From an optimization exercise on the open Yosys and OpenROAD flow, aimed at small area; shortcuts taken in it are not production practice. Only simulation tests tie the RTL to the original design; equivalence was not proved. Power is estimated from default activity; no workload was simulated. The clock port is modelled as an ideal driver; clocking choices that lean on that would not hold on a real chip.

==> exp/sierra <==
==> flow/design.v (excerpt) <==
module rclc_link (
    input  wire       clk,
    input  wire       rst,           
    input  wire       ms_tick,       
    input  wire       pay_we,
    input  wire [5:0] pay_addr,
    input  wire [7:0] pay_wdata,
    input  wire       send_valid,
    input  wire [7:0] send_cmd,
    input  wire [7:0] send_budget,
    input  wire [7:0] send_len,
    output reg  [3:0] op_err,        
    output wire       tx_valid,
    output wire [7:0] tx_data,
    input  wire       tx_ready,
    input  wire       rx_valid,
    input  wire [7:0] rx_data,
    output wire       rx_ready,
    output reg  [2:0] txn_state,
    output reg  [1:0] txn_err,
    output reg  [7:0] txn_attempt,
    output reg  [7:0] txn_budget,
    output reg  [2:0] rx_state,
    output reg  [1:0] dec_event,
    output reg        frame_valid,
    output wire [7:0] frame_dc,
    output wire [7:0] frame_len,
    input  wire [5:0] rd_addr,
    output wire [7:0] rd_data
);
    localparam [7:0] V2_POLY   = 8'hD5;
    localparam [7:0] HDR_V2    = 8'hCC;
    localparam [7:0] MAX_PAY   = 8'd62;
    localparam [9:0] E_START   = 10'h001;
    localparam [9:0] E_FULL    = 10'h3AC;
    localparam [2:0] T_IDLE    = 3'd0,
                     T_SENDING = 3'd1,
                     T_AWAIT_H = 3'd2,
  ...
clock: 10.0 ns
lec_check: 0
cap_margin: 20
core_margin: 2
core_utilization: 40
cts_buf_list: sky130_fd_sc_hd__clkbuf_16
cts_cluster_diameter: 80
cts_cluster_size: 25
slew_margin: 20
synth_hierarchical: 1
synth_minimum_keep_size: 0
run.sh (not shown) runs the stock make flow with config.mk's settings and CLKGATE_MAP_FILE= SYNTH_SCRIPT=/design/flow/synth_recipe.tcl, a recipe that flattens the netlist after the stock synthesis.
==> exp/nickel: changes against exp/sierra <==
--- a/flow/design.v
+++ b/flow/design.v
@@ -47,12 +47,11 @@
     output wire [7:0] rd_data
 );
     localparam [7:0] V2_POLY   = 8'hD5;
     localparam [7:0] HDR_V2    = 8'hCC;
     localparam [7:0] MAX_PAY   = 8'd62;
-    localparam [9:0] E_START   = 10'h001;
-    localparam [9:0] E_FULL    = 10'h3AC;
+    localparam [9:0] T_ATTEMPT = 10'd1000;
     localparam [2:0] T_IDLE    = 3'd0,
                      T_SENDING = 3'd1,
                      T_AWAIT_H = 3'd2,
                      T_AWAIT_B = 3'd3,
                      T_SUCCESS = 3'd4,
@@ -103,15 +102,14 @@
     assign frame_dc  = {4'h0, f_dc};
     assign frame_len = {2'b00, f_len};
     wire sending   = (txn_state == T_SENDING);
     wire in_flight = (txn_state == T_AWAIT_H) || (txn_state == T_AWAIT_B);
     wire busy      = sending || in_flight;
-    wire tick_full = (elapsed == E_FULL);
+    wire tick_full = (elapsed == T_ATTEMPT);
     wire timed_out = in_flight && tick_full;
-    wire [61:0] req_sel, req_sel_n;
-    wire [7:0]  pay_byte;
-    rclc_sel62 u_txrd (.v(req_pay), .oh(req_sel), .y(pay_byte));
+    wire [7:0] pay_byte;
+    rclc_rdport u_txrd (.v(req_pay), .a(cnt), .y(pay_byte));
     wire       cnt_eq   = (cnt == (sending ? txn_len : rx_len));
     reg  [7:0] tx_byte;
     always @(*) begin
         case (tx_ph)
             X_HDR:   tx_byte = HDR_V2;
@@ -132,11 +130,11 @@
     wire [7:0] crc_hdr = crc_step(8'h00, HDR_V2);
     task start_attempt;
         begin
             txn_state <= T_SENDING;
             tx_ph     <= X_HDR;
-            elapsed   <= E_START;
+            elapsed   <= 10'd0;
             rx_state  <= S_HEADER;
         end
     endtask
     task attempt_failed(input [1:0] kind);
         begin
@@ -152,24 +150,24 @@
     wire        rx_take = in_flight && !tick_full && rx_valid;
     wire        rx_sh   = rx_take && (rx_state == S_PAY);
     wire        fr_ld   = rx_take && (rx_state == S_CRC) && (rx_data == crc);
     wire        rx_sh_n = ~rx_sh;
     wire        fr_ld_n = ~fr_ld;
+    wire [61:0] wr_en, wr_en_n;
     wire [495:0] req_d, rx_d, fr_d;
     wire [503:0] rx_in = {rx_pay, rx_data};
-    wire [7:0]  req_in = sending ? pay_byte : pay_wdata;
     rclc_wdec u_wdec (
-        .we  (sending || (pay_we && !busy && !send_valid)),
-        .a   (sending ? cnt : pay_addr),
-        .en  (req_sel),
-        .en_n(req_sel_n)
+        .we  (pay_we && !busy && !send_valid),
+        .a   (pay_addr),
+        .en  (wr_en),
+        .en_n(wr_en_n)
     );
     genvar gi;
     generate
         for (gi = 0; gi < 496; gi = gi + 1) begin : g_st
-            rclc_hold u_req (.s(req_sel[gi/8]), .d(req_in[gi%8]),
-                             .s_n(req_sel_n[gi/8]), .q(req_pay[gi]), .y(req_d[gi]));
+            rclc_hold u_req (.s(wr_en[gi/8]), .d(pay_wdata[gi%8]),
+                             .s_n(wr_en_n[gi/8]), .q(req_pay[gi]), .y(req_d[gi]));
             rclc_hold u_rx  (.s(rx_sh), .d(rx_in[gi]),
                              .s_n(rx_sh_n), .q(rx_pay[gi]), .y(rx_d[gi]));
             rclc_hold u_fr  (.s(fr_ld), .d(rx_pay[gi]),
                              .s_n(fr_ld_n), .q(frame_pay[gi]), .y(fr_d[gi]));
         end
@@ -211,11 +209,11 @@
                     frame_valid <= 1'b0;
                     start_attempt;
                 end
             end
             if (busy && ms_tick && !tick_full)
-                elapsed <= {elapsed[8:0], elapsed[9] ^ elapsed[6]};
+                elapsed <= elapsed + 10'd1;
             if (sending) begin
                 if (tx_ready) begin
                     crc <= crc_next;
                     case (tx_ph)
                         X_HDR: begin crc <= crc_hdr; tx_ph <= X_CMD; end
@@ -364,21 +362,15 @@
 module rclc_rdport (input [495:0] v, input [5:0] a, output [7:0] y);
     wire [7:0]  lo_n, hi_n;
     wire [61:0] oh;
     rclc_pdec3n u_lo (.a(a[2:0]), .y_n(lo_n));
     rclc_pdec3n u_hi (.a(a[5:3]), .y_n(hi_n));
-    genvar i;
+    genvar i, b;
     generate
         for (i = 0; i < 62; i = i + 1) begin : g_oh
             rclc_nor2 u (.a(lo_n[i % 8]), .b(hi_n[i / 8]), .y(oh[i]));
         end
-    endgenerate
-    rclc_sel62 u_sel (.v(v), .oh(oh), .y(y));
-endmodule
-module rclc_sel62 (input [495:0] v, input [61:0] oh, output [7:0] y);
-    genvar i, b;
-    generate
         for (b = 0; b < 8; b = b + 1) begin : g_bit
             wire [20:0] t_n;    
             wire [4:0]  h;
             wire [1:0]  l;
             for (i = 0; i < 21; i = i + 1) begin : g_t
--- a/flow/config.mk
+++ b/flow/config.mk
@@ -6,11 +6,8 @@
 export NUM_CORES = 4
 export LEC_CHECK = 0
 export CAP_MARGIN = 20
 export CORE_MARGIN = 2
 export CORE_UTILIZATION = 40
-export CTS_BUF_LIST = sky130_fd_sc_hd__clkbuf_16
-export CTS_CLUSTER_DIAMETER = 80
-export CTS_CLUSTER_SIZE = 25
 export SLEW_MARGIN = 20
 export SYNTH_HIERARCHICAL = 1
 export SYNTH_MINIMUM_KEEP_SIZE = 0
==> notes <==
Register-to-register slack: exp/sierra is lower than exp/nickel (1200 ps).
In exp/sierra the sequential share of layout area is higher than in exp/nickel, by 2.1 points.
Between exp/sierra and exp/nickel, the lower core utilization is in exp/sierra (gap 1.8 points).
Against exp/nickel, the non-clock buffer count of exp/sierra is higher by 72.
In exp/nickel the setup slack is worse than in exp/sierra, by 44 ps.
In exp/nickel the cell count is higher than in exp/sierra, by 2.2%.
Of exp/nickel and exp/sierra, exp/sierra has the higher maximum frequency (gap 0.49%, measured against exp/sierra).
In exp/nickel the worst hold slack is lower than in exp/sierra, by 4.9 ps.
Against exp/nickel, the clock power of exp/sierra is smaller by about 40%.
Wire length: exp/sierra is lower than exp/nickel (about 7%).
Global-route usage: exp/nickel is higher than exp/sierra (1.7 points).

* * *

==> inputs of run D <==
rclc_link, a different RTL version from the one above (not shown whole).
Settings: LEC_CHECK=0, CAP_MARGIN=20, CORE_MARGIN=2, CORE_UTILIZATION=40, SLEW_MARGIN=20, SYNTH_HIERARCHICAL=1, SYNTH_MINIMUM_KEEP_SIZE=0; clock period 10.0 ns.
standard.sh (not shown) runs the stock make flow with config.mk's settings and CLKGATE_MAP_FILE= SYNTH_SCRIPT=/design/flow/synth_recipe.tcl, a recipe that flattens the netlist after the stock synthesis.
==> flow/flow/run.sh <==
#!/bin/bash
# Standard ORFS layout, with two changes: clock tree synthesis without dummy
# loads (larger sink clusters of clkbuf_16), and the smallest buffer on each port.
set -euo pipefail
bash standard.sh \
  "CTS_ARGS=-sink_clustering_enable -repair_clock_nets -dont_use_dummy_load -buf_list sky130_fd_sc_hd__clkbuf_16 -sink_clustering_size 25 -sink_clustering_max_diameter 80" \
  "BUFFER_PORTS_ARGS=-buffer_cell sky130_fd_sc_hd__buf_1" \
  finish > flow_make.log 2>&1
==> run A (differences from run D) <==
--- a/flow/design.v
+++ b/flow/design.v
@@ -133,17 +133,16 @@
     assign frame_dc  = {4'h0, f_dc};
     assign frame_len = {2'b00, f_len};
     wire sending   = (txn_state == T_SENDING);
     wire in_flight = (txn_state == T_AWAIT_H) || (txn_state == T_AWAIT_B);
     wire busy      = sending || in_flight;
     wire tick_full = (elapsed == E_FULL);
     wire timed_out = in_flight && tick_full;
-    wire [61:0] req_sel, req_sel_n;
-    wire [7:0]  pay_byte;
-    rclc_sel62 u_txrd (.v(req_pay), .oh(req_sel), .y(pay_byte));
+    wire [7:0] pay_byte;
+    rclc_rdport u_txrd (.v(req_pay), .a(cnt), .y(pay_byte));
     wire       cnt_eq   = (cnt == (sending ? txn_len : rx_len));
     reg  [7:0] tx_byte;
     always @(*) begin
         case (tx_ph)
             X_HDR:   tx_byte = HDR_V2;
             X_CMD:   tx_byte = {4'h0, txn_cmd};
             X_LEN:   tx_byte = {2'b00, txn_len};
@@ -185,26 +184,26 @@
     wire        rx_take = in_flight && !tick_full && rx_valid;
     wire        rx_sh   = rx_take && (rx_state == S_PAY);
     wire        fr_ld   = rx_take && (rx_state == S_CRC) && (rx_data == crc);
     wire        rx_sh_n = ~rx_sh;
     wire        fr_ld_n = ~fr_ld;
     wire [495:0] req_d, rx_d, fr_d;
     wire [503:0] rx_in = {rx_pay, rx_data};
-    wire [7:0]  req_in = sending ? pay_byte : pay_wdata;
+    wire [61:0] wr_en, wr_en_n;
     rclc_wdec u_wdec (
-        .we  (sending || (pay_we && !busy && !send_valid)),
-        .a   (sending ? cnt : pay_addr),
-        .en  (req_sel),
-        .en_n(req_sel_n)
+        .we  (pay_we && !busy && !send_valid),
+        .a   (pay_addr),
+        .en  (wr_en),
+        .en_n(wr_en_n)
     );
     genvar gi;
     generate
         for (gi = 0; gi < 496; gi = gi + 1) begin : g_st
-            rclc_hold u_req (.s(req_sel[gi/8]), .d(req_in[gi%8]),
-                             .s_n(req_sel_n[gi/8]), .q(req_pay[gi]), .y(req_d[gi]));
+            rclc_hold u_req (.s(wr_en[gi/8]), .d(pay_wdata[gi%8]),
+                             .s_n(wr_en_n[gi/8]), .q(req_pay[gi]), .y(req_d[gi]));
             rclc_hold u_rx  (.s(rx_sh), .d(rx_in[gi]),
                              .s_n(rx_sh_n), .q(rx_pay[gi]), .y(rx_d[gi]));
             rclc_hold u_fr  (.s(fr_ld), .d(rx_pay[gi]),
                              .s_n(fr_ld_n), .q(frame_pay[gi]), .y(fr_d[gi]));
         end
     endgenerate
     always @(posedge clk) begin
==> flow/flow/run.sh (replaced) <==
#!/bin/bash
# Standard ORFS layout, with two changes: clock tree synthesis without dummy
# loads (larger sink clusters of clkbuf_16), and the smallest buffer on each port.
set -euo pipefail
bash standard.sh \
  "CTS_ARGS=-sink_clustering_enable -repair_clock_nets -dont_use_dummy_load -buf_list sky130_fd_sc_hd__clkbuf_16 -sink_clustering_size 35 -sink_clustering_max_diameter 80" \
  "BUFFER_PORTS_ARGS=-buffer_cell sky130_fd_sc_hd__buf_1" \
  finish > flow_make.log 2>&1
==> flow/config.mk (replaced) <==
export PLATFORM = sky130hd
export DESIGN_NAME = rclc_link
export DESIGN_NICKNAME = rclc_link
export VERILOG_FILES = /design/flow/design.v
export SDC_FILE = /design/flow/constraint.sdc
export NUM_CORES = 4
export LEC_CHECK = 0
export CAP_MARGIN = 20
export CORE_MARGIN = 2
export CORE_UTILIZATION = 65
export PLACE_DENSITY = 0.75
export SLEW_MARGIN = 20
export SYNTH_HIERARCHICAL = 1
export SYNTH_MINIMUM_KEEP_SIZE = 0
==> comparison table <==
| quantity | run D | run A |
|---|---|---|
| Outcome | timing/DRC/antenna clean | timing/DRC/antenna clean |
| Vias in the first global route | 36700 | 36600 |
| Met1 GRT Util | 30.9% | 46.6% |
| Critical path's slowest cell | a222oi_1 | nor2_1 |
| Synth top area share | 57.1% | 57.0% |
| Worst setup path end | rd_data[0] | rd_data[1] |
| Internal Dissipation | 8.07 mW | 7.59 mW |
| Routed via count | 39400 | 40000 |
| Met3 track demand over resource in global routing | 3.11% | 3.88% |
| Worst Hold Endpoint | f_dc[0] | op_err[2] |
| Layout net count | 4568 | 4548 |
| Fin worst setup slack | 1.68 ns | 1.89 ns |
| Post-synthesis compound-gate area fraction | 32.3% | 32.1% |
| PwrDens | 177 mW/mm2 | 171 mW/mm2 |
| Total leakage power | 21.4 nW | 21.0 nW |
| Largest net degree at the start of global routing | 233 | 214 |
| M1 wire length | 70.2 mm | 62.2 mm |
| Minimum clock period after layout | 8.32 ns | 8.11 ns |
| Non-clock buffer count in the final layout | 182 | 148 |
| Fillcell total | 12200 | 6035 |
| Die span in x | 369 um | 290 um |
| Area delta synth->final | 9.60% | 6.21% |
| Die outline height | 369 um | 290 um |
| Well-Tap Cells | 1755 | 1070 |
| Transition at the pin with the smallest max-transition slack | 1.34 ns | 1.11 ns |
| Clock transition time at the flip-flop clock pins of the worst setup and hold paths | 0.10 ns | 0.11 ns |

## what the ideal ports hide
The results above use ideal ports. As a check the final layouts listed here were re-extracted and re-timed, cells and wires unchanged.
Step 1, drivers: a clkbuf_16 drives clk and a buf_2 each remaining input, both assumed.
Step 2 adds t to the input delays and takes it off the output delays; t is the mean of the earliest and latest rising clock arrival at the registers after step 1. Input paths then give back, and output paths get back, about the clock's delay inside the block.
Slacks: ideal / step 1 / step 2; pairs: ideal / step 1.
| run | shift t [ns] | slack for setup (ns) | slew at the worst register clock pin (ns) | cell pins on the clock port's net |
|---|---|---|---|---|
| exp/sierra | 0.784 | 1.150 / 1.126 / 1.126 | 0.10 / 0.10 | 1 |
| exp/nickel | 0.863 | 1.107 / 1.078 / 1.078 | 0.06 / 0.06 | 1 |
| run D | 0.746 | 1.683 / 1.659 / 1.659 | 0.10 / 0.10 | 1 |
| run A | 0.723 | 1.892 / 1.866 / 1.866 | 0.12 / 0.12 | 1 |
After both steps setup and hold are still met in every run listed. The setup slack of exp/nickel, which loses most, moves by -0.029 ns with the drivers and by -0.029 ns with both steps.
